Context: an optimization exercise on an open-source flow, tuned for small area, a short achievable clock period and few clock cycles per item. The choices shown serve that exercise and are no tape-out recipe.
In this exercise RTL edits were held to simulation tests only and were not proved equivalent to the original.

==> flow/design.v, too long to show whole: its modules and the start of the top module <==
// module hpf_fmul: 108 lines
// module hpf_mul24: 1016 lines
// module hpf_fadd: 80 lines
// module hpf_core: 176 lines
module hpf_core (
    input  wire        clk,
    input  wire        rst,
    input  wire        cfg_we,
    input  wire [3:0]  cfg_addr,
    input  wire [31:0] cfg_data,
    input  wire        in_valid,
    output wire        in_ready,
    input  wire [31:0] in_v1,
    input  wire [31:0] in_v2,
    input  wire        in_clr,
    output reg         out_valid,
    output reg  [31:0] out_p,
    output wire [31:0] out_y
);
  // ...
==> flow/run.sh <==
#!/bin/bash
# synth_recipe.tcl (not shown) runs the flow's synth.tcl, then flattens the netlist and writes it again
# the make line also repeats each setting of config.mk as NAME=value (left out here)
make -C /OpenROAD-flow-scripts/flow DESIGN_CONFIG=/design/flow/config.mk WORK_HOME=/design/flow/orfs CLKGATE_MAP_FILE= SYNTH_SCRIPT=/design/flow/synth_recipe.tcl finish
==> flow/config.mk <==
export PLATFORM = sky130hd
export DESIGN_NAME = hpf_core
export DESIGN_NICKNAME = hpf_core
export VERILOG_FILES = /design/flow/design.v
export SDC_FILE = /design/flow/constraint.sdc
export NUM_CORES = 4
export LEC_CHECK = 0
export ABC_CLOCK_PERIOD_IN_PS = 18000
export CAP_MARGIN = 20
export CORE_MARGIN = 2
export CORE_UTILIZATION = 30
export SLEW_MARGIN = 20
==> flow/constraint.sdc <==
create_clock -name core_clock -period 24.0 [get_ports {clk}]
set_input_delay 4.8000 -clock core_clock [delete_from_list [all_inputs] [get_ports {clk}]]
set_output_delay 4.8000 -clock core_clock [all_outputs]
set_load 0.01 [all_outputs]
==> flow_metrics.env, run 1 <==
export IMPL_final_cells=11700
export IMPL_wl_met3_um=20200
export IMPL_grt_busiest_layer="met2"
export IMPL_top_layer="met5"
export IMPL_fmax_ghz=0.0963
export IMPL_n_antenna_cell=12
export IMPL_cp_max_fo=58
export IMPL_clk_latency_ns=0.80
export IMPL_synthAdderAreaFrac_pct=15.1
export IMPL_largest_registers="coef (512), u_mul.ps3 (47), u_mul.pc3 (46)"
export IMPL_hold_class="reg2reg"
export IMPL_netlist_instances=7931
export IMPL_register_area_mm2=0.0358
export IMPL_met3_usage_pct=3.31
export IMPL_grt_pass1_vias=63400
export IMPL_nonClockBufferCount=336
export IMPL_die_area_mm2=0.276
export IMPL_routed_wl_um=293000
export IMPL_ys_warn_count=3
export IMPL_drv_slew=0
export IMPL_run_status="finished clean"
export IMPL_stdcell_area_mm2=0.0927
export IMPL_finalCritPeriodShare_pct=43.3
export IMPL_drt_met1_wl_um=121000
export IMPL_via_count=63500
export IMPL_track_usage_pct=20.6
export IMPL_whs_path_depth=0
export IMPL_clockBufferDepth=3
export IMPL_drc=0
export IMPL_finalClockSkew_ns=0.0362
export IMPL_rsz0062_at_grt="false"
export IMPL_inv_count=748
export IMPL_setup_ws_ns=13.61
export IMPL_drive_above_1_share_pct=7.48
export IMPL_critPathLaunchType="flip-flop"
export IMPL_clkCellAreaFrac_pct=5.64
Testbench counts, summed over its fixed seeds: cycles 27,328, items 1,600.
==> module hpf_fmul, before the edit <==
module hpf_fmul (
    input  wire        clk,
    input  wire [31:0] a,
    input  wire [31:0] b,
    input  wire        absy,
    output reg  [31:0] y
);
    wire [7:0]  ea = a[30:23];
    wire [7:0]  eb = b[30:23];
    wire        a_ez = (ea == 8'h00);
    wire        b_ez = (eb == 8'h00);
    wire        a_fz = (a[22:0] == 23'h0);
    wire        b_fz = (b[22:0] == 23'h0);
    wire        a_e1 = (ea == 8'hff);
    wire        b_e1 = (eb == 8'hff);
    wire        a_nan = a_e1 & ~a_fz;
    wire        b_nan = b_e1 & ~b_fz;
    wire        a_inf = a_e1 & a_fz;
    wire        b_inf = b_e1 & b_fz;
    wire        a_zero = a_ez & a_fz;
    wire        b_zero = b_ez & b_fz;
    wire        nan1  = a_nan | b_nan | (a_inf & b_zero) | (b_inf & a_zero);
    wire        inf1  = a_inf | b_inf;
    wire        zero1 = a_zero | b_zero | (a_ez & b_ez);
    wire [22:0] fsub = a_ez ? a[22:0] : b[22:0];
    reg  [4:0]  lz;
    integer i;
    always @* begin
        lz = 5'd0;
        for (i = 0; i < 23; i = i + 1)
            if (fsub[i]) lz = 5'd23 - i[4:0];
    end
    wire [23:0] nsub = {1'b0, fsub} << lz;
    wire [23:0] ma1  = a_ez ? nsub : {1'b1, a[22:0]};
    wire [23:0] mb1  = (b_ez & ~a_ez) ? nsub : {1'b1, b[22:0]};
    wire [4:0]  lze  = (a_ez | b_ez) ? lz : 5'd0;
    wire [9:0]  E1 = {2'b00, ea} + {2'b00, eb} + {9'b0, a_ez} + {9'b0, b_ez}
                   - {5'b0, lze} - 10'd127;
    reg [23:0] ma2, mb2;
    reg [9:0]  E2;
    reg        s2, nan2, inf2, zero2;
    always @(posedge clk) begin
        ma2   <= ma1;
        mb2   <= mb1;
        E2    <= E1;
        s2    <= a[31] ^ b[31];
        nan2  <= nan1;
        inf2  <= inf1;
        zero2 <= zero1;
    end
    wire [47:0] ps, pc;
    hpf_mul24 u_tree (.a(ma2), .b(mb2), .s(ps), .c(pc));
    wire        Esg  = E2[9];                     
    wire        Ege1 = ~Esg & (E2 != 10'd0);      
    wire        uf   = Esg & (E2 <= 10'h3e7);      
    wire [9:0]  k0   = 10'd3 - E2;                
    wire [4:0]  ksub = (uf | k0 > 10'd27) ? 5'd27 : k0[4:0];
    wire        ov0  = ~Esg & (E2 >= 10'd255);
    wire        ov1  = ~Esg & (E2 >= 10'd254);
    reg [47:0] ps3, pc3;
    reg [7:0]  eb3;
    reg [4:0]  ks3;
    reg        s3, nan3, inf3, zero3, ege3, ov03, ov13;
    always @(posedge clk) begin
        ps3   <= ps;
        pc3   <= pc;
        eb3   <= E2[7:0];
        ks3   <= ksub;
        s3    <= s2;
        nan3  <= nan2;
        inf3  <= inf2;
        zero3 <= zero2 | uf;
        ege3  <= Ege1;
        ov03  <= ov0;
        ov13  <= ov1;
    end
    wire [47:0] P  = ps3 + pc3;
    wire        n  = P[47];
    wire        st0 = |P[21:0];
    wire [26:0] T  = {P[47:22], st0};
    wire [23:0] mN = n ? T[26:3] : T[25:2];
    wire        gN = n ? T[2] : T[1];
    wire        sN = n ? (T[1] | T[0]) : T[0];
    wire [53:0] sh = {T, 27'b0} >> ks3;
    wire [23:0] mS = sh[50:27];
    wire        gS = sh[26];
    wire        sS = |sh[25:0];
    wire [23:0] m  = ege3 ? mN : mS;
    wire        g  = ege3 ? gN : gS;
    wire        st = ege3 ? sN : sS;
    wire        inc = g & (st | m[0]);
    wire [7:0]  base = ege3 ? (n ? eb3 : eb3 - 8'd1) : 8'd0;
    wire [30:0] bits = {base, 23'b0} + {7'b0, m} + {30'b0, inc};
    wire        ovf = ege3 & (n ? ov13 : ov03);
    wire        so  = s3 & ~absy;
    always @(posedge clk) begin
        if (nan3)
            y <= 32'h7fc00000;
        else if (inf3)
            y <= {so, 8'hff, 23'b0};
        else if (zero3)
            y <= {so, 31'b0};
        else if (ovf || bits[30:23] == 8'hff)
            y <= {so, 8'hff, 23'b0};
        else
            y <= {so, bits};
    end
endmodule
==> module hpf_fadd, before the edit <==
module hpf_fadd (
    input  wire        clk,
    input  wire [31:0] a,
    input  wire [31:0] b,
    input  wire        sub,
    output reg  [31:0] y
);
    wire [31:0] bb = {b[31] ^ sub, b[30:0]};
    wire a_e1 = (a[30:23] == 8'hff);
    wire b_e1 = (bb[30:23] == 8'hff);
    wire a_fz = (a[22:0] == 23'h0);
    wire b_fz = (bb[22:0] == 23'h0);
    wire a_nan = a_e1 & ~a_fz;
    wire b_nan = b_e1 & ~b_fz;
    wire a_inf = a_e1 & a_fz;
    wire b_inf = b_e1 & b_fz;
    wire        swap = bb[30:0] > a[30:0];
    wire [31:0] p = swap ? bb : a;
    wire [31:0] q = swap ? a : bb;
    wire        pz = (p[30:23] == 8'h00);
    wire        qz = (q[30:23] == 8'h00);
    wire [7:0]  ep = {p[30:24], p[23] | pz};
    wire [7:0]  eq = {q[30:24], q[23] | qz};
    wire [7:0]  d  = ep - eq;
    wire [49:0] qsh = {~qz, q[22:0], 26'b0} >> ((d > 8'd26) ? 5'd26 : d[4:0]);
    reg [23:0] mp2;
    reg [26:0] mq2;
    reg [7:0]  ep2;
    reg        s2, sub2, nan2, inf2;
    always @(posedge clk) begin
        mp2  <= {~pz, p[22:0]};
        mq2  <= {qsh[49:24], |qsh[23:0]};
        ep2  <= ep;
        s2   <= p[31];
        sub2 <= p[31] ^ q[31];
        nan2 <= a_nan | b_nan | (a_inf & b_inf & (a[31] ^ bb[31]));
        inf2 <= a_inf | b_inf;
    end
    wire [27:0] sum = sub2 ? ({1'b0, mp2, 3'b0} - {1'b0, mq2})
                           : ({1'b0, mp2, 3'b0} + {1'b0, mq2});
    reg [4:0] lz;
    integer i;
    always @* begin
        lz = 5'd27;
        for (i = 0; i < 27; i = i + 1)
            if (sum[i]) lz = 5'd26 - i[4:0];
    end
    wire [7:0]  epm1 = ep2 - 8'd1;
    wire [4:0]  lsh  = ({3'b0, lz} < ep2) ? lz : epm1[4:0];
    wire [26:0] nl   = sum[26:0] << lsh;
    reg [26:0] n3;
    reg [8:0]  e3;
    reg        s3, sub3, nan3, inf3, zero3;
    always @(posedge clk) begin
        n3    <= sum[27] ? {sum[27:2], sum[1] | sum[0]} : nl;
        e3    <= sum[27] ? {1'b0, ep2} + 9'd1 : {1'b0, ep2} - {4'b0, lsh};
        s3    <= s2;
        sub3  <= sub2;
        nan3  <= nan2;
        inf3  <= inf2;
        zero3 <= (sum == 28'd0);
    end
    wire [23:0] m   = n3[26:3];
    wire        g   = n3[2];
    wire        st  = n3[1] | n3[0];
    wire        inc = g & (st | m[0]);
    wire [31:0] bits = {1'b0, e3[7:0] - 8'd1, 23'b0} + {8'b0, m} + {31'b0, inc};
    always @(posedge clk) begin
        if (nan3)
            y <= 32'h7fc00000;
        else if (inf3)
            y <= {s3, 8'hff, 23'b0};
        else if (zero3)
            y <= {~sub3 & s3, 31'b0};
        else if (e3 > 9'd254 || bits[30:23] == 8'hff)
            y <= {s3, 8'hff, 23'b0};
        else
            y <= {s3, bits[30:0]};
    end
endmodule
==> inputs of run 2 (changes only) <==
--- a/flow/design.v
+++ b/flow/design.v
@@ -35,14 +35,16 @@
     wire [23:0] mb1  = (b_ez & ~a_ez) ? nsub : {1'b1, b[22:0]};
     wire [4:0]  lze  = (a_ez | b_ez) ? lz : 5'd0;
     wire [9:0]  E1 = {2'b00, ea} + {2'b00, eb} + {9'b0, a_ez} + {9'b0, b_ez}
-                   - {5'b0, lze} - 10'd127;
+                   - 10'd127;
     reg [23:0] ma2, mb2;
-    reg [9:0]  E2;
+    reg [9:0]  Eb2;
+    reg [4:0]  lz2;
     reg        s2, nan2, inf2, zero2;
     always @(posedge clk) begin
         ma2   <= ma1;
         mb2   <= mb1;
-        E2    <= E1;
+        Eb2   <= E1;
+        lz2   <= lze;
         s2    <= a[31] ^ b[31];
         nan2  <= nan1;
         inf2  <= inf1;
@@ -50,6 +52,7 @@
     end
     wire [47:0] ps, pc;
     hpf_mul24 u_tree (.a(ma2), .b(mb2), .s(ps), .c(pc));
+    wire [9:0]  E2   = Eb2 - {5'b0, lz2};
     wire        Esg  = E2[9];                     
     wire        Ege1 = ~Esg & (E2 != 10'd0);      
     wire        uf   = Esg & (E2 <= 10'h3e7);      
@@ -1144,24 +1147,30 @@
     wire        pz = (p[30:23] == 8'h00);
     wire        qz = (q[30:23] == 8'h00);
     wire [7:0]  ep = {p[30:24], p[23] | pz};
-    wire [7:0]  eq = {q[30:24], q[23] | qz};
-    wire [7:0]  d  = ep - eq;
-    wire [49:0] qsh = {~qz, q[22:0], 26'b0} >> ((d > 8'd26) ? 5'd26 : d[4:0]);
-    reg [23:0] mp2;
-    reg [26:0] mq2;
+    wire [7:0]  ea1 = {a[30:24], a[23] | (a[30:23] == 8'h00)};
+    wire [7:0]  eb1 = {bb[30:24], bb[23] | (bb[30:23] == 8'h00)};
+    wire [7:0]  dab = ea1 - eb1;
+    wire [7:0]  dba = eb1 - ea1;
+    wire [4:0]  dabc = (dab > 8'd26) ? 5'd26 : dab[4:0];
+    wire [4:0]  dbac = (dba > 8'd26) ? 5'd26 : dba[4:0];
+    reg [23:0] mp2, mq2;
+    reg [4:0]  d2;
     reg [7:0]  ep2;
     reg        s2, sub2, nan2, inf2;
     always @(posedge clk) begin
         mp2  <= {~pz, p[22:0]};
-        mq2  <= {qsh[49:24], |qsh[23:0]};
+        mq2  <= {~qz, q[22:0]};
+        d2   <= swap ? dbac : dabc;
         ep2  <= ep;
         s2   <= p[31];
         sub2 <= p[31] ^ q[31];
         nan2 <= a_nan | b_nan | (a_inf & b_inf & (a[31] ^ bb[31]));
         inf2 <= a_inf | b_inf;
     end
-    wire [27:0] sum = sub2 ? ({1'b0, mp2, 3'b0} - {1'b0, mq2})
-                           : ({1'b0, mp2, 3'b0} + {1'b0, mq2});
+    wire [49:0] qsh   = {mq2, 26'b0} >> d2;
+    wire [26:0] mq_al = {qsh[49:24], |qsh[23:0]};
+    wire [27:0] sum   = sub2 ? ({1'b0, mp2, 3'b0} - {1'b0, mq_al})
+                             : ({1'b0, mp2, 3'b0} + {1'b0, mq_al});
     reg [4:0] lz;
     integer i;
     always @* begin
@@ -1169,34 +1178,38 @@
         for (i = 0; i < 27; i = i + 1)
             if (sum[i]) lz = 5'd26 - i[4:0];
     end
-    wire [7:0]  epm1 = ep2 - 8'd1;
-    wire [4:0]  lsh  = ({3'b0, lz} < ep2) ? lz : epm1[4:0];
-    wire [26:0] nl   = sum[26:0] << lsh;
-    reg [26:0] n3;
-    reg [8:0]  e3;
-    reg        s3, sub3, nan3, inf3, zero3;
+    reg [27:0] sum3;
+    reg [4:0]  lz3;
+    reg [7:0]  ep3;
+    reg        s3, sub3, nan3, inf3;
     always @(posedge clk) begin
-        n3    <= sum[27] ? {sum[27:2], sum[1] | sum[0]} : nl;
-        e3    <= sum[27] ? {1'b0, ep2} + 9'd1 : {1'b0, ep2} - {4'b0, lsh};
-        s3    <= s2;
-        sub3  <= sub2;
-        nan3  <= nan2;
-        inf3  <= inf2;
-        zero3 <= (sum == 28'd0);
+        sum3 <= sum;
+        lz3  <= lz;
+        ep3  <= ep2;
+        s3   <= s2;
+        sub3 <= sub2;
+        nan3 <= nan2;
+        inf3 <= inf2;
     end
-    wire [23:0] m   = n3[26:3];
-    wire        g   = n3[2];
-    wire        st  = n3[1] | n3[0];
+    wire [7:0] epm1 = ep3 - 8'd1;
+    wire       lzok = {3'b0, lz3} < ep3;
+    wire [4:0] lsh  = lzok ? lz3 : epm1[4:0];
+    wire [26:0] nl  = sum3[26:0] << lsh;
+    wire [26:0] n   = sum3[27] ? {sum3[27:2], sum3[1] | sum3[0]} : nl;
+    wire [8:0]  e   = sum3[27] ? {1'b0, ep3} + 9'd1 : {1'b0, ep3} - {4'b0, lsh};
+    wire [23:0] m   = n[26:3];
+    wire        g   = n[2];
+    wire        st  = n[1] | n[0];
     wire        inc = g & (st | m[0]);
-    wire [31:0] bits = {1'b0, e3[7:0] - 8'd1, 23'b0} + {8'b0, m} + {31'b0, inc};
+    wire [31:0] bits = {1'b0, e[7:0] - 8'd1, 23'b0} + {8'b0, m} + {31'b0, inc};
     always @(posedge clk) begin
         if (nan3)
             y <= 32'h7fc00000;
         else if (inf3)
             y <= {s3, 8'hff, 23'b0};
-        else if (zero3)
+        else if (sum3 == 28'd0)
             y <= {~sub3 & s3, 31'b0};
-        else if (e3 > 9'd254 || bits[30:23] == 8'hff)
+        else if (e > 9'd254 || bits[30:23] == 8'hff)
             y <= {s3, 8'hff, 23'b0};
         else
             y <= {s3, bits[30:0]};
==> flow_metrics.env, run 2 <==
export IMPL_cp_max_fo=12
export IMPL_worstRegToRegCells=20
export IMPL_required_ns=19.20
export IMPL_grt_overflow=0
export IMPL_maxSlewHeadroom_pct=24.3
export IMPL_seq_area_frac_synth_pct=43.7
export IMPL_synth_ff_type="edfxtp_1"
export IMPL_clk_latency_ns=0.82
export IMPL_crit_end="out_y[2]"
export IMPL_path_delay_family="flip-flops"
export IMPL_netlist_instances=7960
export IMPL_r2r_setup_slack_ns=16.90
export IMPL_top_register="coef"
export IMPL_drive_above_1_share_pct=7.11
export IMPL_clock_sinks=1365
export IMPL_via_per_inst=5.46
export IMPL_crit_type="reg2out"
export IMPL_io_buffers=170
export IMPL_grt_start_max_net_pins=185
export IMPL_end_kind="output port"
export IMPL_fin_crit_ns=7.29
export IMPL_critPathLaunchType="flip-flop"
export IMPL_drc=0
export IMPL_ys_warn_count=3
export IMPL_tightest_slew_ns=1.14
export IMPL_cp_depth=1
export IMPL_synth_top_cell_area_share_pct=31.6
export IMPL_avgSynthCellArea_um2=10.4
export IMPL_layout_commonest_cell="edfxtp_1"
export IMPL_die_x_um=528
export IMPL_finalClockSkew_ns=0.0437
export IMPL_final_cell_mix="867 x edfxtp_1, 789 x nand2_1, 759 x inv_1, 491 x fa_1, 487 x dfxtp_1"
export IMPL_rsz0062_at_grt="false"
export IMPL_crit_start="u_add.y[2]$_SDFF_PP0_"
export IMPL_synthArstFlopShare_pct=0
export IMPL_die_h_um=528
export IMPL_die_area_mm2=0.279
export IMPL_core_area_mm2=0.273
export IMPL_nets=8760
export IMPL_grt_pass1_vias=63900
export IMPL_drv_slew=0
export IMPL_yosysMostFrequentCell="edfxtp_1"
export IMPL_synth_area_top_cells="edfxtp_1 32%, dfxtp_1 12%, fa_1 12%, nand2_1 3.6%, and2_1 3.5%"
export IMPL_syn2layout_area_growth_pct=12.7
export IMPL_synth_top_cell_by_area="edfxtp_1"
export IMPL_via_count=63700
export IMPL_syn_nets=8766
export IMPL_clockBufferDepth=3
export IMPL_ctsHoldBuffers=0
export IMPL_run_status="finished clean"
export IMPL_cts_resized_gates=0
export IMPL_path_buf_inv=1
export IMPL_yosys_cell_types_count=107
export IMPL_post_cts_buffers=0
export IMPL_synth_edff_count=867
export IMPL_drt_iter0_drc=6597
export IMPL_report_final_setup_viol=0
export IMPL_hold_class="reg2reg"
export IMPL_arrival_ns=2.49
export IMPL_track_usage_pct=19.8
export IMPL_hpwlAfterDp_um=194000
export IMPL_path_cells="clkdlybuf4s50_1"
export IMPL_cp_slowest_stage_delay_ns=0.98
export IMPL_antenna_found_initial=25
export IMPL_syn_area_mm2=0.0824
export IMPL_grt_pass1_wl_um=419000
export IMPL_cap_violations=0
export IMPL_routed_wl_um=284000
export IMPL_synth_top_cells_by_count="867 x edfxtp_1, 792 x nand2_1, 759 x inv_1"
export IMPL_cts_buffers=146
export IMPL_finalHoldViolCount=0
export IMPL_slowest_stage="dfxtp_1"
export IMPL_finalCritPeriodShare_pct=30.4
export IMPL_initial_core_util_pct=30.2
export IMPL_r2r_end="u_mul.y[14]$_SDFF_PP0_"
export IMPL_fmax_ghz=0.137
export IMPL_root_buffer="clkbuf_16"
export IMPL_gp_congestion=0.947
export IMPL_ant_nets=0
export IMPL_htree_num_levels=4
export IMPL_cts_tree="built"
export IMPL_fin_tns_setup_ns=0
export IMPL_largest_registers="coef (512), u_mul.ps3 (47), u_mul.pc3 (46)"
export IMPL_wl_per_cell_um=24.3
export IMPL_timing_rr_start="u_mul.pc3[30]$_DFF_P_"
export IMPL_ys_seq_elements=1365
export IMPL_path_clk_slew_ns=0.06
export IMPL_largest_reg_flops=512
export IMPL_ios=171
export IMPL_firstDrtPassIters=7
export IMPL_rows=192
run 2: changes by cell type in the layout (fill, tap and decap cells not counted), moves of 20 or more:
cell,change
a211oi_1,-21
a21oi_1,+20
a31oi_1,-41
buf_4,-22
mux2_2,-23
mux2i_1,+71
mux4_2,+26
nand3_1,+34
nor2b_1,+29
o21a_1,-20
run 2: worst min path at each step:
stage                         start                   end  cells past startpoint
6_report         u_mul.nan2$_DFF_P_    u_mul.nan3$_DFF_P_                      0
2_1_floorplan  u_add.ep2[0]$_DFF_P_  u_add.ep3[0]$_DFF_P_                      0
5_1_grt            u_add.s2$_DFF_P_      u_add.s3$_DFF_P_                      0
3_5_place_dp     u_mul.nan2$_DFF_P_    u_mul.nan3$_DFF_P_                      0
4_1_cts          u_mul.nan2$_DFF_P_    u_mul.nan3$_DFF_P_                      0
3_3_place_gp     u_mul.nan2$_DFF_P_    u_mul.nan3$_DFF_P_                      0
run 2: logic make-up after synthesis:
kind of cell / after synthesis / share of synthesized area, %
xor+xnor: 159 / 1.69
buf+inv: 1236 / 5.75
flops: 1365 / 43.7
compound gates: 1699 / 14.1
mux: 325 / 4.50
fa+ha+maj: 701 / 15.1
simple gates: 2475 / 15.1
run 2: area by class of cell:
cell class / count / area, um^2
well taps: 3589 / 4490
repair buffers: 315 / 2820
clock inverters: 66 / 699
fillers: 27400 / 180000
flip-flops and latches: 1365 / 36000
clock buffers: 203 / 4080
diodes: 5 / 12.5
inverters: 767 / 2880
multi-input cells: 5359 / 41900
run 2: metal layers:
layer	up-vias	routed length (um)	global-route usage [%]
met3	595	21400	3.11
met2	2906	132000	32.3
met1	32100	120000	26.4
li1	28200	-	-
met4	12	10700	7.29
met5	-	86	0
run 2: through the flow:
| stage | area, um^2 | instances | setup slack, ns | hold WS (ns) | utilization, % |
|---|---|---|---|---|---|
| floorplan | 82400 | 7960 | 18.56 | 0.310 | - |
| global placement | 88100 | 11400 | 16.92 | 0.312 | 32.2 |
| detailed placement | 88100 | 11400 | 17.15 | 0.314 | 32.2 |
| CTS | 92900 | 11700 | 16.63 | 0.326 | 34.0 |
| global route | 92900 | 11700 | 16.48 | 0.329 | 34.0 |
| finish | 92900 | 11700 | 16.71 | 0.316 | 34.0 |
Testbench counts of run 2, summed over its fixed seeds: cycles 27,328, items 1,600.
==> module hpf_core, before the edit <==
module hpf_core (
    input  wire        clk,
    input  wire        rst,
    input  wire        cfg_we,
    input  wire [3:0]  cfg_addr,
    input  wire [31:0] cfg_data,
    input  wire        in_valid,
    output wire        in_ready,
    input  wire [31:0] in_v1,
    input  wire [31:0] in_v2,
    input  wire        in_clr,
    output reg         out_valid,
    output reg  [31:0] out_p,
    output wire [31:0] out_y
);
    reg        cw_we;
    reg [3:0]  cw_addr;
    reg [31:0] cw_data;
    reg [31:0] coef [0:15];
    always @(posedge clk) begin
        cw_we   <= cfg_we;
        cw_addr <= cfg_addr;
        cw_data <= cfg_data;
        if (cw_we)
            coef[cw_addr] <= cw_data;
    end
    reg [4:0]  ph;
    reg        vf0, vf1, vf2;
    reg        clr0, clr1, clr2;
    reg        z0, z1, z2;        
    reg        rdy;
    wire acc = in_valid & rdy & ~rst;
    assign in_ready = rdy;
    wire        fend  = (ph == 5'd16);
    wire [4:0]  ph_n  = fend ? 5'd0 : ph + 5'd1;
    wire        vf1_n = fend ? vf0 : vf1;
    wire        vf2_n = fend ? vf1 : vf2;
    always @(posedge clk) begin
        if (rst) begin
            ph  <= 5'd0;
            vf0 <= 1'b0;
            vf1 <= 1'b0;
            vf2 <= 1'b0;
        end else begin
            ph  <= ph_n;
            if (fend) begin
                vf0 <= acc;
                vf1 <= vf0;
                vf2 <= vf1;
            end
        end
        rdy <= ~rst & (ph_n == 5'd16);
        if (fend) begin
            clr0 <= in_clr;
            clr1 <= clr0;
            clr2 <= clr1;
        end
        out_valid <= ~rst & vf1 & (ph == 5'd13);
    end
    wire [31:0] mo, ao;
    reg  [31:0] mo_d1;
    reg  [31:0] hv1, hv2, hp, hy1;
    reg  [31:0] w1_0, w1_1, w1_2, w2_0, w2_1, w2_2;
    assign out_y = ao;
    reg  [5:0]  msel;
    reg  [3:0]  ci;
    reg  [31:0] cb;
    reg         absy;
    reg  [5:0]  wsel;             
    reg         aa_st, aa_zero, ab_ao, asub;
    reg         we_w2_0, we_w1_0, we_w1_1, we_w2_1, we_w2_2, we_w1_2;
    reg         ld_v1in, ld_v1mo, ld_v1ao, ld_v2, ld_p, ld_y1, ld_op;
    always @* begin
        case (ph_n)
            5'd1:  ci = 4'd5;
            5'd2:  ci = 4'd1;
            5'd3:  ci = 4'd3;
            5'd4:  ci = 4'd2;
            5'd5:  ci = 4'd4;
            5'd6:  ci = 4'd6;
            5'd7:  ci = 4'd8;
            5'd8:  ci = 4'd10;
            5'd9:  ci = 4'd15;
            5'd10: ci = 4'd7;
            5'd11: ci = 4'd9;
            5'd12: ci = 4'd0;
            5'd13: ci = 4'd11;
            5'd14: ci = 4'd13;
            5'd15: ci = 4'd12;
            default: ci = 4'd14;
        endcase
    end
    always @(posedge clk) begin
        cb <= (ph_n == 5'd0) ? in_v2 : coef[ci];
        case (ph_n)
            5'd0, 5'd9, 5'd16:          msel <= 6'b000001;    
            5'd1, 5'd7, 5'd14:          msel <= 6'b000010;    
            5'd2, 5'd4:                 msel <= 6'b000100;    
            5'd3, 5'd5, 5'd6, 5'd10:    msel <= 6'b001000;    
            5'd8, 5'd11, 5'd13, 5'd15:  msel <= 6'b010000;    
            default:                    msel <= 6'b100000;    
        endcase
        absy <= (ph_n == 5'd11);
        aa_st   <= 1'b0;
        aa_zero <= 1'b0;
        ab_ao   <= 1'b0;
        asub    <= 1'b1;
        wsel    <= 6'b000000;
        case (ph_n)
            5'd15: begin aa_st <= 1'b1; wsel <= 6'b000001; aa_zero <= z0 | clr0; asub <= 1'b0; end
            5'd4:  begin aa_st <= 1'b1; wsel <= 6'b000010; aa_zero <= z1 | clr1; asub <= 1'b0; end
            5'd11: begin aa_st <= 1'b1; wsel <= 6'b000100; aa_zero <= z2 | clr1; asub <= 1'b0; end
            5'd9:  begin aa_st <= 1'b1; wsel <= 6'b001000; aa_zero <= z0 | clr1; asub <= 1'b0; ab_ao <= 1'b1; end
            5'd13: begin aa_st <= 1'b1; wsel <= 6'b010000; aa_zero <= z1 | clr1; asub <= 1'b0; ab_ao <= 1'b1; end
            5'd3:  begin aa_st <= 1'b1; wsel <= 6'b100000; aa_zero <= z2 | clr2; asub <= 1'b0; ab_ao <= 1'b1; end
            default: ;
        endcase
        we_w2_0 <= ~rst & vf1_n & (ph_n == 5'd11);
        we_w1_0 <= ~rst & vf1_n & (ph_n == 5'd12);
        we_w1_1 <= ~rst & vf1_n & (ph_n == 5'd16);
        we_w2_1 <= ~rst & vf2_n & (ph_n == 5'd0);
        we_w2_2 <= ~rst & vf2_n & (ph_n == 5'd5);
        we_w1_2 <= ~rst & vf2_n & (ph_n == 5'd6);
        ld_v1in <= (ph_n == 5'd16);
        ld_v1mo <= (ph_n == 5'd3);
        ld_v1ao <= (ph_n == 5'd14);
        ld_v2   <= (ph_n == 5'd1);
        ld_p    <= (ph_n == 5'd12);
        ld_y1   <= (ph_n == 5'd7);
        ld_op   <= (ph_n == 5'd0);
    end
    wire [31:0] ma = ({32{msel[0]}} & hv1) | ({32{msel[1]}} & ao)
                   | ({32{msel[2]}} & hp)  | ({32{msel[3]}} & hv2)
                   | ({32{msel[4]}} & hy1) | ({32{msel[5]}} & mo);
    hpf_fmul u_mul (.clk(clk), .a(ma), .b(cb), .absy(absy), .y(mo));
    wire [31:0] ws = ({32{wsel[0]}} & w1_0) | ({32{wsel[1]}} & w1_1)
                   | ({32{wsel[2]}} & w1_2) | ({32{wsel[3]}} & w2_0)
                   | ({32{wsel[4]}} & w2_1) | ({32{wsel[5]}} & w2_2);
    wire [31:0] aa = aa_st ? (aa_zero ? 32'h0 : ws) : mo_d1;
    wire [31:0] ab = ab_ao ? ao : mo;
    hpf_fadd u_add (.clk(clk), .a(aa), .b(ab), .sub(asub), .y(ao));
    always @(posedge clk) begin
        if (rst) begin
            z0 <= 1'b1;
            z1 <= 1'b1;
            z2 <= 1'b1;
        end else begin
            if (we_w1_0) z0 <= 1'b0;
            if (we_w1_1) z1 <= 1'b0;
            if (we_w1_2) z2 <= 1'b0;
        end
        if (we_w2_0) w2_0 <= ao;
        if (we_w1_0) w1_0 <= ao;
        if (we_w1_1) w1_1 <= ao;
        if (we_w2_1) w2_1 <= ao;
        if (we_w2_2) w2_2 <= ao;
        if (we_w1_2) w1_2 <= ao;
    end
    always @(posedge clk) begin
        mo_d1 <= mo;
        if (ld_v1in)
            hv1 <= in_v1;
        else if (ld_v1mo)
            hv1 <= mo;             
        else if (ld_v1ao)
            hv1 <= ao;             
        if (ld_v2)
            hv2 <= ao;             
        if (ld_p)
            hp <= mo;              
        if (ld_y1)
            hy1 <= ao;             
        if (ld_op)
            out_p <= hp;
    end
endmodule
==> inputs of run 3 (changes only) <==
--- a/flow/design.v
+++ b/flow/design.v
@@ -77,31 +77,48 @@
         ov03  <= ov0;
         ov13  <= ov1;
     end
-    wire [47:0] P  = ps3 + pc3;
-    wire        n  = P[47];
-    wire        st0 = |P[21:0];
-    wire [26:0] T  = {P[47:22], st0};
+    wire [47:0] P = ps3 + pc3;
+    reg [25:0] ph4;
+    reg        st4;
+    reg [7:0]  eb4;
+    reg [4:0]  ks4;
+    reg        s4, nan4, inf4, zero4, ege4, ov04, ov14;
+    always @(posedge clk) begin
+        ph4   <= P[47:22];
+        st4   <= |P[21:0];
+        eb4   <= eb3;
+        ks4   <= ks3;
+        s4    <= s3;
+        nan4  <= nan3;
+        inf4  <= inf3;
+        zero4 <= zero3;
+        ege4  <= ege3;
+        ov04  <= ov03;
+        ov14  <= ov13;
+    end
+    wire        n  = ph4[25];
+    wire [26:0] T  = {ph4, st4};
     wire [23:0] mN = n ? T[26:3] : T[25:2];
     wire        gN = n ? T[2] : T[1];
     wire        sN = n ? (T[1] | T[0]) : T[0];
-    wire [53:0] sh = {T, 27'b0} >> ks3;
+    wire [53:0] sh = {T, 27'b0} >> ks4;
     wire [23:0] mS = sh[50:27];
     wire        gS = sh[26];
     wire        sS = |sh[25:0];
-    wire [23:0] m  = ege3 ? mN : mS;
-    wire        g  = ege3 ? gN : gS;
-    wire        st = ege3 ? sN : sS;
+    wire [23:0] m  = ege4 ? mN : mS;
+    wire        g  = ege4 ? gN : gS;
+    wire        st = ege4 ? sN : sS;
     wire        inc = g & (st | m[0]);
-    wire [7:0]  base = ege3 ? (n ? eb3 : eb3 - 8'd1) : 8'd0;
-    wire [30:0] bits = {base, 23'b0} + {7'b0, m} + {30'b0, inc};
-    wire        ovf = ege3 & (n ? ov13 : ov03);
-    wire        so  = s3 & ~absy;
+    wire [7:0]  base = ege4 ? (n ? eb4 : eb4 - 8'd1) : 8'd0;
+    wire [30:0] bits = {base + {7'b0, m[23]}, m[22:0]} + {30'b0, inc};
+    wire        ovf = ege4 & (n ? ov14 : ov04);
+    wire        so  = s4 & ~absy;
     always @(posedge clk) begin
-        if (nan3)
+        if (nan4)
             y <= 32'h7fc00000;
-        else if (inf3)
+        else if (inf4)
             y <= {so, 8'hff, 23'b0};
-        else if (zero3)
+        else if (zero4)
             y <= {so, 31'b0};
         else if (ovf || bits[30:23] == 8'hff)
             y <= {so, 8'hff, 23'b0};
@@ -1169,50 +1186,59 @@
     end
     wire [49:0] qsh   = {mq2, 26'b0} >> d2;
     wire [26:0] mq_al = {qsh[49:24], |qsh[23:0]};
-    wire [27:0] sum   = sub2 ? ({1'b0, mp2, 3'b0} - {1'b0, mq_al})
-                             : ({1'b0, mp2, 3'b0} + {1'b0, mq_al});
-    reg [4:0] lz;
-    integer i;
-    always @* begin
-        lz = 5'd27;
-        for (i = 0; i < 27; i = i + 1)
-            if (sum[i]) lz = 5'd26 - i[4:0];
-    end
+    wire [27:0] sum   = {1'b0, mp2, 3'b0} + ({1'b0, mq_al} ^ {28{sub2}}) + {27'b0, sub2};
     reg [27:0] sum3;
-    reg [4:0]  lz3;
     reg [7:0]  ep3;
     reg        s3, sub3, nan3, inf3;
     always @(posedge clk) begin
         sum3 <= sum;
-        lz3  <= lz;
         ep3  <= ep2;
         s3   <= s2;
         sub3 <= sub2;
         nan3 <= nan2;
         inf3 <= inf2;
     end
-    wire [7:0] epm1 = ep3 - 8'd1;
-    wire       lzok = {3'b0, lz3} < ep3;
-    wire [4:0] lsh  = lzok ? lz3 : epm1[4:0];
-    wire [26:0] nl  = sum3[26:0] << lsh;
-    wire [26:0] n   = sum3[27] ? {sum3[27:2], sum3[1] | sum3[0]} : nl;
-    wire [8:0]  e   = sum3[27] ? {1'b0, ep3} + 9'd1 : {1'b0, ep3} - {4'b0, lsh};
-    wire [23:0] m   = n[26:3];
-    wire        g   = n[2];
-    wire        st  = n[1] | n[0];
+    reg [4:0] lz;
+    integer i;
+    always @* begin
+        lz = 5'd27;
+        for (i = 0; i < 27; i = i + 1)
+            if (sum3[i]) lz = 5'd26 - i[4:0];
+    end
+    wire [7:0]  epm1 = ep3 - 8'd1;
+    wire [8:0]  dlz  = {1'b0, ep3} - {4'b0, lz};      
+    wire        lzok = ~dlz[8] & (dlz != 9'd0);
+    wire [4:0]  lsh  = lzok ? lz : epm1[4:0];
+    wire [26:0] nl   = sum3[26:0] << lsh;
+    reg [26:0] n4;
+    reg [8:0]  e4;
+    reg        s4, sub4, nan4, inf4, zero4;
+    always @(posedge clk) begin
+        n4    <= sum3[27] ? {sum3[27:2], sum3[1] | sum3[0]} : nl;
+        e4    <= sum3[27] ? {1'b0, ep3} + 9'd1 : (lzok ? dlz : 9'd1);
+        s4    <= s3;
+        sub4  <= sub3;
+        nan4  <= nan3;
+        inf4  <= inf3;
+        zero4 <= (sum3 == 28'd0);
+    end
+    wire [23:0] m   = n4[26:3];
+    wire        g   = n4[2];
+    wire        st  = n4[1] | n4[0];
     wire        inc = g & (st | m[0]);
-    wire [31:0] bits = {1'b0, e[7:0] - 8'd1, 23'b0} + {8'b0, m} + {31'b0, inc};
+    wire [7:0]  ef  = e4[7:0] - 8'd1 + {7'b0, m[23]};
+    wire [30:0] bits = {ef, m[22:0]} + {30'b0, inc};
     always @(posedge clk) begin
-        if (nan3)
+        if (nan4)
             y <= 32'h7fc00000;
-        else if (inf3)
-            y <= {s3, 8'hff, 23'b0};
-        else if (sum3 == 28'd0)
-            y <= {~sub3 & s3, 31'b0};
-        else if (e > 9'd254 || bits[30:23] == 8'hff)
-            y <= {s3, 8'hff, 23'b0};
+        else if (inf4)
+            y <= {s4, 8'hff, 23'b0};
+        else if (zero4)
+            y <= {~sub4 & s4, 31'b0};
+        else if (e4 > 9'd254 || bits[30:23] == 8'hff)
+            y <= {s4, 8'hff, 23'b0};
         else
-            y <= {s3, bits[30:0]};
+            y <= {s4, bits[30:0]};
     end
 endmodule
 module hpf_core (
@@ -1228,7 +1254,7 @@
     input  wire        in_clr,
     output reg         out_valid,
     output reg  [31:0] out_p,
-    output wire [31:0] out_y
+    output reg  [31:0] out_y
 );
     reg        cw_we;
     reg [3:0]  cw_addr;
@@ -1242,7 +1268,7 @@
             coef[cw_addr] <= cw_data;
     end
     reg [4:0]  ph;
-    reg        vf0, vf1, vf2;
+    reg        vf0, vf1, vf2, vf3;
     reg        clr0, clr1, clr2;
     reg        z0, z1, z2;        
     reg        rdy;
@@ -1252,18 +1278,21 @@
     wire [4:0]  ph_n  = fend ? 5'd0 : ph + 5'd1;
     wire        vf1_n = fend ? vf0 : vf1;
     wire        vf2_n = fend ? vf1 : vf2;
+    wire        vf3_n = fend ? vf2 : vf3;
     always @(posedge clk) begin
         if (rst) begin
             ph  <= 5'd0;
             vf0 <= 1'b0;
             vf1 <= 1'b0;
             vf2 <= 1'b0;
+            vf3 <= 1'b0;
         end else begin
             ph  <= ph_n;
             if (fend) begin
                 vf0 <= acc;
                 vf1 <= vf0;
                 vf2 <= vf1;
+                vf3 <= vf2;
             end
         end
         rdy <= ~rst & (ph_n == 5'd16);
@@ -1272,88 +1301,90 @@
             clr1 <= clr0;
             clr2 <= clr1;
         end
-        out_valid <= ~rst & vf1 & (ph == 5'd13);
+        out_valid <= ~rst & vf2 & (ph == 5'd7);
     end
     wire [31:0] mo, ao;
     reg  [31:0] mo_d1;
     reg  [31:0] hv1, hv2, hp, hy1;
     reg  [31:0] w1_0, w1_1, w1_2, w2_0, w2_1, w2_2;
-    assign out_y = ao;
-    reg  [5:0]  msel;
+    reg  [4:0]  msel;             
     reg  [3:0]  ci;
     reg  [31:0] cb;
     reg         absy;
     reg  [5:0]  wsel;             
-    reg         aa_st, aa_zero, ab_ao, asub;
+    reg         asel_ao, asel_md, ab_ao, asub;
     reg         we_w2_0, we_w1_0, we_w1_1, we_w2_1, we_w2_2, we_w1_2;
-    reg         ld_v1in, ld_v1mo, ld_v1ao, ld_v2, ld_p, ld_y1, ld_op;
+    reg         ld_v1in, ld_v1mo, ld_v1ao, ld_v2, ld_p, ld_y1;
+    wire        z0_n = z0 & ~we_w1_0;
+    wire        z1_n = z1 & ~we_w1_1;
     always @* begin
         case (ph_n)
-            5'd1:  ci = 4'd5;
-            5'd2:  ci = 4'd1;
-            5'd3:  ci = 4'd3;
-            5'd4:  ci = 4'd2;
-            5'd5:  ci = 4'd4;
-            5'd6:  ci = 4'd6;
-            5'd7:  ci = 4'd8;
-            5'd8:  ci = 4'd10;
-            5'd9:  ci = 4'd15;
-            5'd10: ci = 4'd7;
-            5'd11: ci = 4'd9;
-            5'd12: ci = 4'd0;
-            5'd13: ci = 4'd11;
-            5'd14: ci = 4'd13;
-            5'd15: ci = 4'd12;
-            default: ci = 4'd14;
+            5'd1:  ci = 4'd1;
+            5'd2:  ci = 4'd3;
+            5'd3:  ci = 4'd2;
+            5'd4:  ci = 4'd4;
+            5'd5:  ci = 4'd5;
+            5'd6:  ci = 4'd15;
+            5'd7:  ci = 4'd11;
+            5'd8:  ci = 4'd13;
+            5'd9:  ci = 4'd12;
+            5'd10: ci = 4'd14;
+            5'd11: ci = 4'd0;
+            5'd12: ci = 4'd6;
+            5'd13: ci = 4'd8;
+            5'd14: ci = 4'd7;
+            5'd15: ci = 4'd9;
+            default: ci = 4'd10;
         endcase
     end
     always @(posedge clk) begin
         cb <= (ph_n == 5'd0) ? in_v2 : coef[ci];
         case (ph_n)
-            5'd0, 5'd9, 5'd16:          msel <= 6'b000001;    
-            5'd1, 5'd7, 5'd14:          msel <= 6'b000010;    
-            5'd2, 5'd4:                 msel <= 6'b000100;    
-            5'd3, 5'd5, 5'd6, 5'd10:    msel <= 6'b001000;    
-            5'd8, 5'd11, 5'd13, 5'd15:  msel <= 6'b010000;    
-            default:                    msel <= 6'b100000;    
+            5'd0, 5'd6, 5'd8, 5'd10:      msel <= 5'b00001;    
+            5'd2, 5'd13:                  msel <= 5'b00010;    
+            5'd1, 5'd3, 5'd11:            msel <= 5'b00100;    
+            5'd4, 5'd5, 5'd12, 5'd14:     msel <= 5'b01000;    
+            default:                      msel <= 5'b10000;    
         endcase
-        absy <= (ph_n == 5'd11);
-        aa_st   <= 1'b0;
-        aa_zero <= 1'b0;
-        ab_ao   <= 1'b0;
-        asub    <= 1'b1;
+        absy <= (ph_n == 5'd9);
         wsel    <= 6'b000000;
+        asel_ao <= 1'b0;
+        asel_md <= 1'b0;
+        ab_ao   <= 1'b0;
+        asub    <= 1'b0;
         case (ph_n)
-            5'd15: begin aa_st <= 1'b1; wsel <= 6'b000001; aa_zero <= z0 | clr0; asub <= 1'b0; end
-            5'd4:  begin aa_st <= 1'b1; wsel <= 6'b000010; aa_zero <= z1 | clr1; asub <= 1'b0; end
-            5'd11: begin aa_st <= 1'b1; wsel <= 6'b000100; aa_zero <= z2 | clr1; asub <= 1'b0; end
-            5'd9:  begin aa_st <= 1'b1; wsel <= 6'b001000; aa_zero <= z0 | clr1; asub <= 1'b0; ab_ao <= 1'b1; end
-            5'd13: begin aa_st <= 1'b1; wsel <= 6'b010000; aa_zero <= z1 | clr1; asub <= 1'b0; ab_ao <= 1'b1; end
-            5'd3:  begin aa_st <= 1'b1; wsel <= 6'b100000; aa_zero <= z2 | clr2; asub <= 1'b0; ab_ao <= 1'b1; end
-            default: ;
+            5'd15: wsel <= (z0_n | clr0) ? 6'b0 : 6'b000001;             
+            5'd9:  wsel <= (z1_n | clr1) ? 6'b0 : 6'b000010;             
+            5'd3: begin                                                  
+                wsel    <= (clr2 | vf3 | z2) ? 6'b0 : 6'b000100;
+                asel_ao <= ~clr2 & vf3;
+            end
+            5'd10: begin wsel <= (z0 | clr1) ? 6'b0 : 6'b001000; ab_ao <= 1'b1; end   
+            5'd4:  begin wsel <= (z1 | clr2) ? 6'b0 : 6'b010000; ab_ao <= 1'b1; end   
+            5'd16: begin wsel <= (z2 | clr2) ? 6'b0 : 6'b100000; ab_ao <= 1'b1; end   
+            default: begin asel_md <= 1'b1; asub <= 1'b1; end           
         endcase
-        we_w2_0 <= ~rst & vf1_n & (ph_n == 5'd11);
-        we_w1_0 <= ~rst & vf1_n & (ph_n == 5'd12);
-        we_w1_1 <= ~rst & vf1_n & (ph_n == 5'd16);
-        we_w2_1 <= ~rst & vf2_n & (ph_n == 5'd0);
-        we_w2_2 <= ~rst & vf2_n & (ph_n == 5'd5);
-        we_w1_2 <= ~rst & vf2_n & (ph_n == 5'd6);
+        we_w2_0 <= ~rst & vf1_n & (ph_n == 5'd12);
+        we_w1_0 <= ~rst & vf1_n & (ph_n == 5'd14);
+        we_w2_1 <= ~rst & vf2_n & (ph_n == 5'd6);
+        we_w1_1 <= ~rst & vf2_n & (ph_n == 5'd8);
+        we_w2_2 <= ~rst & vf3_n & (ph_n == 5'd1);
+        we_w1_2 <= ~rst & vf3_n & (ph_n == 5'd3);
         ld_v1in <= (ph_n == 5'd16);
-        ld_v1mo <= (ph_n == 5'd3);
-        ld_v1ao <= (ph_n == 5'd14);
-        ld_v2   <= (ph_n == 5'd1);
-        ld_p    <= (ph_n == 5'd12);
-        ld_y1   <= (ph_n == 5'd7);
-        ld_op   <= (ph_n == 5'd0);
+        ld_v1mo <= (ph_n == 5'd4);
+        ld_v1ao <= (ph_n == 5'd7);
+        ld_v2   <= (ph_n == 5'd2);
+        ld_p    <= (ph_n == 5'd10);
+        ld_y1   <= (ph_n == 5'd13);
     end
     wire [31:0] ma = ({32{msel[0]}} & hv1) | ({32{msel[1]}} & ao)
                    | ({32{msel[2]}} & hp)  | ({32{msel[3]}} & hv2)
-                   | ({32{msel[4]}} & hy1) | ({32{msel[5]}} & mo);
+                   | ({32{msel[4]}} & hy1);
     hpf_fmul u_mul (.clk(clk), .a(ma), .b(cb), .absy(absy), .y(mo));
-    wire [31:0] ws = ({32{wsel[0]}} & w1_0) | ({32{wsel[1]}} & w1_1)
+    wire [31:0] aa = ({32{wsel[0]}} & w1_0) | ({32{wsel[1]}} & w1_1)
                    | ({32{wsel[2]}} & w1_2) | ({32{wsel[3]}} & w2_0)
-                   | ({32{wsel[4]}} & w2_1) | ({32{wsel[5]}} & w2_2);
-    wire [31:0] aa = aa_st ? (aa_zero ? 32'h0 : ws) : mo_d1;
+                   | ({32{wsel[4]}} & w2_1) | ({32{wsel[5]}} & w2_2)
+                   | ({32{asel_ao}} & ao)   | ({32{asel_md}} & mo_d1);
     wire [31:0] ab = ab_ao ? ao : mo;
     hpf_fadd u_add (.clk(clk), .a(aa), .b(ab), .sub(asub), .y(ao));
     always @(posedge clk) begin
@@ -1368,8 +1399,8 @@
         end
         if (we_w2_0) w2_0 <= ao;
         if (we_w1_0) w1_0 <= ao;
-        if (we_w1_1) w1_1 <= ao;
         if (we_w2_1) w2_1 <= ao;
+        if (we_w1_1) w1_1 <= ao;
         if (we_w2_2) w2_2 <= ao;
         if (we_w1_2) w1_2 <= ao;
     end
@@ -1387,7 +1418,9 @@
             hp <= mo;              
         if (ld_y1)
             hy1 <= ao;             
-        if (ld_op)
-            out_p <= hp;
+        if (ld_p)
+            out_p <= hp;           
+        if (ld_v1ao)
+            out_y <= ao;           
     end
 endmodule
==> flow_metrics.env, run 3 <==
export IMPL_yosys_cell_types_count=101
export IMPL_run_status="finished clean"
export IMPL_root_buffer="clkbuf_16"
export IMPL_drv_slew=0
export IMPL_netlist_instances=7320
export IMPL_path_clk_slew_ns=0.07
export IMPL_layout_commonest_cell="edfxtp_1"
export IMPL_hold_class="reg2reg"
export IMPL_firstDrtPassIters=9
export IMPL_critPathLaunchType="flip-flop"
export IMPL_crit_start="rdy$_DFF_P_"
export IMPL_synth_top_cell_by_area="edfxtp_1"
export IMPL_arrival_ns=1.88
export IMPL_syn2layout_area_growth_pct=14.0
export IMPL_track_usage_pct=18.2
export IMPL_cts_buffers=158
export IMPL_drive_above_1_share_pct=8.29
export IMPL_report_final_setup_viol=0
export IMPL_synth_ff_type="edfxtp_1"
export IMPL_syn_nets=8092
export IMPL_cts_resized_gates=0
export IMPL_top_register="coef"
export IMPL_timing_rr_start="u_add.sum3[6]$_DFF_P_"
export IMPL_ys_seq_elements=1478
export IMPL_clockBufferDepth=3
export IMPL_cap_violations=0
export IMPL_min_from="u_mul.eb3[3]$_DFF_P_"
export IMPL_die_area_mm2=0.275
export IMPL_rsz0062_at_grt="false"
export IMPL_synth_top_cell_area_share_pct=33.3
export IMPL_grt_use_met2_pct=29.6
export IMPL_finalCritPeriodShare_pct=27.8
export IMPL_largest_reg_flops=512
export IMPL_gp_congestion=0.935
export IMPL_maxSlewHeadroom_pct=24.9
export IMPL_fin_crit_ns=6.68
export IMPL_via_per_inst=5.18
export IMPL_grt_overflow=0
export IMPL_largest_registers="coef (512), u_mul.ps3 (47), u_mul.pc3 (46)"
export IMPL_core_area_mm2=0.269
export IMPL_drc=0
export IMPL_clk_latency_ns=0.84
export IMPL_stdcell_area_mm2=0.0925
export IMPL_avgSynthCellArea_um2=11.1
export IMPL_fillCellCount=26500
export IMPL_antenna_found_initial=31
export IMPL_fin_tns_setup_ns=0
export IMPL_slowest_stage="clkdlybuf4s50_1"
export IMPL_cts_tree="built"
export IMPL_postPlaceCellArea_mm2=0.0871
export IMPL_end_kind="output port"
export IMPL_multi_input_area_mm2=0.0385
export IMPL_ys_warn_count=3
export IMPL_yosysMostFrequentCell="edfxtp_1"
export IMPL_finalHoldViolCount=0
export IMPL_ios=171
export IMPL_grt_pass1_wl_um=375000
export IMPL_path_buf_inv=1
export IMPL_seq_area_frac_synth_pct=47.5
export IMPL_final_cell_mix="899 x edfxtp_1, 706 x inv_1, 690 x nand2_1, 583 x and2_1, 570 x dfxtp_1"
export IMPL_required_ns=19.20
export IMPL_register_area_mm2=0.0386
export IMPL_syn_area_mm2=0.0812
export IMPL_path_cells="clkdlybuf4s50_1"
export IMPL_synth_edff_count=899
export IMPL_synth_top_cells_by_count="899 x edfxtp_1, 706 x inv_1, 693 x nand2_1"
export IMPL_grt_busiest_layer="met2"
export IMPL_drt_iter0_drc=5856
export IMPL_routed_wl_um=256000
export IMPL_die_h_um=524
export IMPL_wl_per_cell_um=23.0
export IMPL_met3_usage_pct=3.51
export IMPL_clock_sinks=1478
export IMPL_initial_core_util_pct=30.2
export IMPL_grt_pass1_vias=57200
export IMPL_path_delay_family="buffers and inverters"
export IMPL_finalClockSkew_ns=0.0630
export IMPL_post_cts_buffers=0
export IMPL_ctsHoldBuffers=0
export IMPL_grt_util_met1_pct=24.1
export IMPL_via_count=57500
export IMPL_tightest_slew_ns=1.12
export IMPL_die_x_um=524
export IMPL_synthArstFlopShare_pct=0
export IMPL_ant_nets=0
export IMPL_htree_num_levels=4
export IMPL_cp_max_fo=2
export IMPL_fmax_ghz=0.150
export IMPL_io_buffers=170
export IMPL_hpwlAfterDp_um=174000
export IMPL_nets=8177
export IMPL_grt_start_max_net_pins=101
export IMPL_rows=190
export IMPL_synth_area_top_cells="edfxtp_1 33%, dfxtp_1 14%, fa_1 12%, and2_1 4.5%, inv_1 3.3%"
export IMPL_cp_slowest_stage_delay_ns=0.59
export IMPL_crit_type="reg2out"
run 3: worst paths after layout:
| kind | endpoint | cells after the start | slack [ns] |
|---|---|---|---|
| hold reg to reg | u_mul.eb4[3]$_DFF_P_ | 0 | 0.32 |
| setup reg to reg | u_add.n4[15]$_DFF_P_ | 19 | 17.89 |
| hold / removal | u_mul.eb4[3]$_DFF_P_ | 0 | 0.32 |
| setup / recovery | in_ready | 1 | 17.32 |
run 3: cell type report:
type                            count  area share [%]
Antenna cell                        4          0.0108
Clock inverter                     75           0.921
Timing Repair Buffer              336            3.21
Multi-Input combinational cell   4723            41.6
Inverter                          708            2.87
Sequential cell                  1478            41.7
Clock buffer                      222            4.90
Tap cell                         3552            4.80
run 3: stage by stage:
stage | utilization, % | setup WS (ns) | hold slack, ns | instances
5_1_grt | 34.4 | 17.27 | 0.328 | 11100
3_5_place_dp | 32.4 | 17.80 | 0.312 | 10800
4_1_cts | 34.4 | 17.29 | 0.325 | 11100
3_3_place_gp | 32.4 | 17.82 | 0.310 | 10800
2_1_floorplan | - | 18.69 | 0.310 | 7320
6_report | 34.4 | 17.32 | 0.324 | 11100
run 3: cell families after synthesis:
family,synth area share (%)
mux,4.95
fa+ha+maj,14.8
flops,47.5
xor+xnor,2.07
simple gates,13.3
buf+inv,5.35
compound gates,12.0
run 3: metal layers:
metal	part of all wire, %	routed length (um)
met1	42	108000
met2	47	119000
met3	7.8	19900
met4	3.6	9310
met5	0.0039	10
Testbench counts of run 3, summed over its fixed seeds: cycles 27,372, items 1,600.
==> inputs of run 4 (changes only) <==
--- a/flow/design.v
+++ b/flow/design.v
@@ -60,13 +60,20 @@
     wire [4:0]  ksub = (uf | k0 > 10'd27) ? 5'd27 : k0[4:0];
     wire        ov0  = ~Esg & (E2 >= 10'd255);
     wire        ov1  = ~Esg & (E2 >= 10'd254);
-    reg [47:0] ps3, pc3;
+    wire [22:0] lo   = {1'b0, ps[21:0]} + {1'b0, pc[21:0]};
+    wire [21:0] zx   = ps[21:0] ^ pc[21:0];
+    wire [21:0] zo   = {ps[20:0] | pc[20:0], 1'b0};
+    wire        st1  = (zx != zo);
+    reg [25:0] ps3, pc3;
+    reg        c3, st3;
     reg [7:0]  eb3;
     reg [4:0]  ks3;
     reg        s3, nan3, inf3, zero3, ege3, ov03, ov13;
     always @(posedge clk) begin
-        ps3   <= ps;
-        pc3   <= pc;
+        ps3   <= ps[47:22];
+        pc3   <= pc[47:22];
+        c3    <= lo[22];
+        st3   <= st1;
         eb3   <= E2[7:0];
         ks3   <= ksub;
         s3    <= s2;
@@ -77,15 +84,15 @@
         ov03  <= ov0;
         ov13  <= ov1;
     end
-    wire [47:0] P = ps3 + pc3;
+    wire [25:0] P = ps3 + pc3 + {25'b0, c3};
     reg [25:0] ph4;
     reg        st4;
     reg [7:0]  eb4;
     reg [4:0]  ks4;
     reg        s4, nan4, inf4, zero4, ege4, ov04, ov14;
     always @(posedge clk) begin
-        ph4   <= P[47:22];
-        st4   <= |P[21:0];
+        ph4   <= P;
+        st4   <= st3;
         eb4   <= eb3;
         ks4   <= ks3;
         s4    <= s3;
@@ -101,10 +108,16 @@
     wire [23:0] mN = n ? T[26:3] : T[25:2];
     wire        gN = n ? T[2] : T[1];
     wire        sN = n ? (T[1] | T[0]) : T[0];
-    wire [53:0] sh = {T, 27'b0} >> ks4;
-    wire [23:0] mS = sh[50:27];
-    wire        gS = sh[26];
-    wire        sS = |sh[25:0];
+    wire [27:0] sh = {T, 1'b0} >> ks4;
+    wire [23:0] mS = sh[24:1];
+    wire        gS = sh[0];
+    reg  [25:0] mk;                  
+    integer j;
+    always @* begin
+        for (j = 0; j < 26; j = j + 1)
+            mk[j] = ({1'b0, ks4} > j[5:0] + 6'd1);
+    end
+    wire        sS = |(T[25:0] & mk);
     wire [23:0] m  = ege4 ? mN : mS;
     wire        g  = ege4 ? gN : gS;
     wire        st = ege4 ? sN : sS;
--- a/flow/config.mk
+++ b/flow/config.mk
@@ -8,5 +8,6 @@
 export ABC_CLOCK_PERIOD_IN_PS = 18000
 export CAP_MARGIN = 20
 export CORE_MARGIN = 2
-export CORE_UTILIZATION = 30
+export CORE_UTILIZATION = 55
+export PLACE_DENSITY = 0.75
 export SLEW_MARGIN = 20
==> flow_metrics.env, run 4 <==
export IMPL_via_count=56900
export IMPL_required_ns=19.20
export IMPL_fin_tns_setup_ns=0
export IMPL_synth_top_cells_by_count="899 x edfxtp_1, 753 x inv_1, 741 x nand2_1"
export IMPL_synth_top_cell_by_area="edfxtp_1"
export IMPL_io_buffers=170
export IMPL_syn2layout_area_growth_pct=11.0
export IMPL_hold_class="reg2reg"
export IMPL_top_layer="met5"
export IMPL_final_cell_mix="899 x edfxtp_1, 752 x inv_1, 739 x nand2_1, 562 x and2_1, 528 x dfxtp_1"
export IMPL_drt_met1_wl_um=89700
export IMPL_setup_ws_ns=17.53
export IMPL_report_final_setup_viol=0
export IMPL_seq_area_frac_synth_pct=47.3
export IMPL_cts_tree="built"
export IMPL_wl_per_cell_um=24.5
export IMPL_timing_rr_start="u_mul.ma2[0]$_DFF_P_"
export IMPL_ys_warn_count=3
export IMPL_maxSlewHeadroom_pct=21.8
export IMPL_r2r_end="u_mul.c3$_DFF_P_"
export IMPL_finalHoldViolCount=0
export IMPL_yosysMostFrequentCell="edfxtp_1"
export IMPL_synth_edff_count=899
export IMPL_end_kind="output port"
export IMPL_drc=0
export IMPL_die_area_mm2=0.148
export IMPL_htree_num_levels=4
export IMPL_crit_start="out_p[25]$_DFFE_PP_"
export IMPL_rsz0062_at_grt="false"
export IMPL_grt_pass1_vias=56900
export IMPL_slowest_stage="clkdlybuf4s50_1"
export IMPL_drt_iter0_drc=6307
export IMPL_drive_above_1_share_pct=7.68
export IMPL_crit_end="out_p[25]"
export IMPL_core_area_mm2=0.144
export IMPL_root_buffer="clkbuf_16"
export IMPL_post_cts_buffers=0
export IMPL_largest_reg_flops=512
export IMPL_synth_top_cell_area_share_pct=33.8
export IMPL_track_usage_pct=30.9
export IMPL_syn_nets=8003
export IMPL_tightest_slew_ns=1.16
export IMPL_clock_sinks=1437
export IMPL_yosys_cell_types_count=94
export IMPL_synth_area_top_cells="edfxtp_1 34%, dfxtp_1 13%, fa_1 12%, and2_1 4.4%, inv_1 3.5%"
export IMPL_die_x_um=385
export IMPL_grt_overflow=0
export IMPL_rows=139
export IMPL_path_delay_family="buffers and inverters"
export IMPL_r2r_setup_slack_ns=17.91
export IMPL_critPathLaunchType="flip-flop"
export IMPL_avgSynthCellArea_um2=11.1
export IMPL_ys_seq_elements=1437
export IMPL_arrival_ns=1.67
export IMPL_postPlaceCellArea_mm2=0.0836
export IMPL_finalClockSkew_ns=0.0575
export IMPL_worstRegToRegCells=16
export IMPL_die_h_um=385
export IMPL_cap_violations=0
export IMPL_via_per_inst=6.12
export IMPL_drv_slew=0
export IMPL_min_from="u_mul.ks3[2]$_SDFF_PP0_"
export IMPL_routed_wl_um=228000
export IMPL_run_status="finished clean"
export IMPL_stdcell_area_mm2=0.0886
export IMPL_synth_ff_type="edfxtp_1"
export IMPL_ctsHoldBuffers=0
export IMPL_grt_pass1_wl_um=346000
export IMPL_layout_commonest_cell="edfxtp_1"
export IMPL_fin_crit_ns=6.47
export IMPL_cp_max_fo=1
export IMPL_final_cells=9301
export IMPL_top_register="coef"
export IMPL_ant_nets=0
export IMPL_cp_depth=1
export IMPL_netlist_instances=7211
export IMPL_crit_type="reg2out"
export IMPL_finalCritPeriodShare_pct=27.0
export IMPL_cts_buffers=146
export IMPL_pre_cts_slack_ns=17.93
export IMPL_cts_resized_gates=0
export IMPL_utilization_pct=61.6
export IMPL_dp_cells=9028
export IMPL_route_met2_wl_um=105000
export IMPL_initial_core_util_pct=55.5
export IMPL_synthArstFlopShare_pct=0
export IMPL_path_cells="clkdlybuf4s50_1"
export IMPL_path_buf_inv=1
export IMPL_firstDrtPassIters=9
export IMPL_hpwlAfterDp_um=153000
export IMPL_antenna_found_initial=8
export IMPL_path_clk_slew_ns=0.06
export IMPL_fmax_ghz=0.155
export IMPL_gp_congestion=0.967
export IMPL_clk_latency_ns=0.79
export IMPL_grt_start_max_net_pins=98
export IMPL_cp_slowest_stage_delay_ns=0.55
export IMPL_nets=8066
export IMPL_ios=171
export IMPL_wl_met3_um=24100
export IMPL_clockBufferDepth=3
export IMPL_syn_area_mm2=0.0799
## run 4: layer usage
layer,global-route usage [%],vias to the layer above
met5,0,-
met4,12.2,2
met3,7.52,539
met2,48.6,3026
met1,41.4,28200
li1,-,25100
## run 4: stage by stage
stage	hold slack (ns)
2_1_floorplan	0.310
3_3_place_gp	0.310
3_5_place_dp	0.312
4_1_cts	0.269
5_1_grt	0.282
6_report	0.281
## run 4: area by class of cell
type	count	area, um^2
Clock inverter	67	852
Clock buffer	204	4130
Tap cell	1903	2380
Fill cell	11200	55200
Inverter	754	2830
Timing Repair Buffer	313	2790
Sequential cell	1437	37800
Multi-Input combinational cell	4622	37900
Antenna cell	1	2.50
## run 4: kinds of logic (layout without fill, tap and decap cells)
logic type	count (synthesis)	in the layout	synth area share, %
compound gates	1262	1262	11.0
mux	390	390	5.65
xor+xnor	210	210	2.30
flops	1437	1437	47.3
simple gates	2072	2072	12.9
buf+inv	1152	1338	5.55
other cells	0	1	0
fa+ha+maj	688	688	15.4
## run 4: worst min-delay path by stage
stage,to,slack (ns),cells past startpoint
finish,u_mul.ks4[2]$_DFF_P_,0.28,0
CTS,u_mul.ks4[2]$_DFF_P_,0.27,0
global route,u_mul.ks4[2]$_DFF_P_,0.28,0
detailed placement,u_mul.eb4[6]$_DFF_P_,0.31,0
floorplan,u_add.ep3[0]$_DFF_P_,0.31,0
global placement,u_mul.zero4$_DFF_P_,0.31,0
Testbench counts of run 4, summed over its fixed seeds: cycles 27,372, items 1,600.

what the ideal ports hide:
In the flow no input, the clock included, has a driving cell. The finished layouts below were timed again as built, in two steps. Step 1 assumes that a clkbuf_16 drives the clock port and a buf_2 every other input. Step 2 also shifts input and output timing later by t, the mid clock arrival at the registers, as if the neighbouring blocks saw the same clock. a / b / c = no drivers / after step 1 / after step 2; a / b = the first two.
| run | shift t [ns] | slack for setup (ns) | worst setup path at the end | worst data-port slew with drivers (ns) | pins driven straight from the clock port |
|---|---|---|---|---|---|
| run 1 | 0.879 | 13.614 / 13.614 / 13.614 | register to register | 0.27 | 1 |
| run 2 | 0.891 | 16.714 / 16.613 / 16.902 | register to register | 0.21 | 1 |
| run 3 | 0.907 | 17.319 / 17.223 / 17.677 | input to register | 0.17 | 1 |
| run 4 | 0.849 | 17.528 / 17.442 / 17.914 | register to register | 0.12 | 1 |
After both steps every run listed still meets setup and hold.
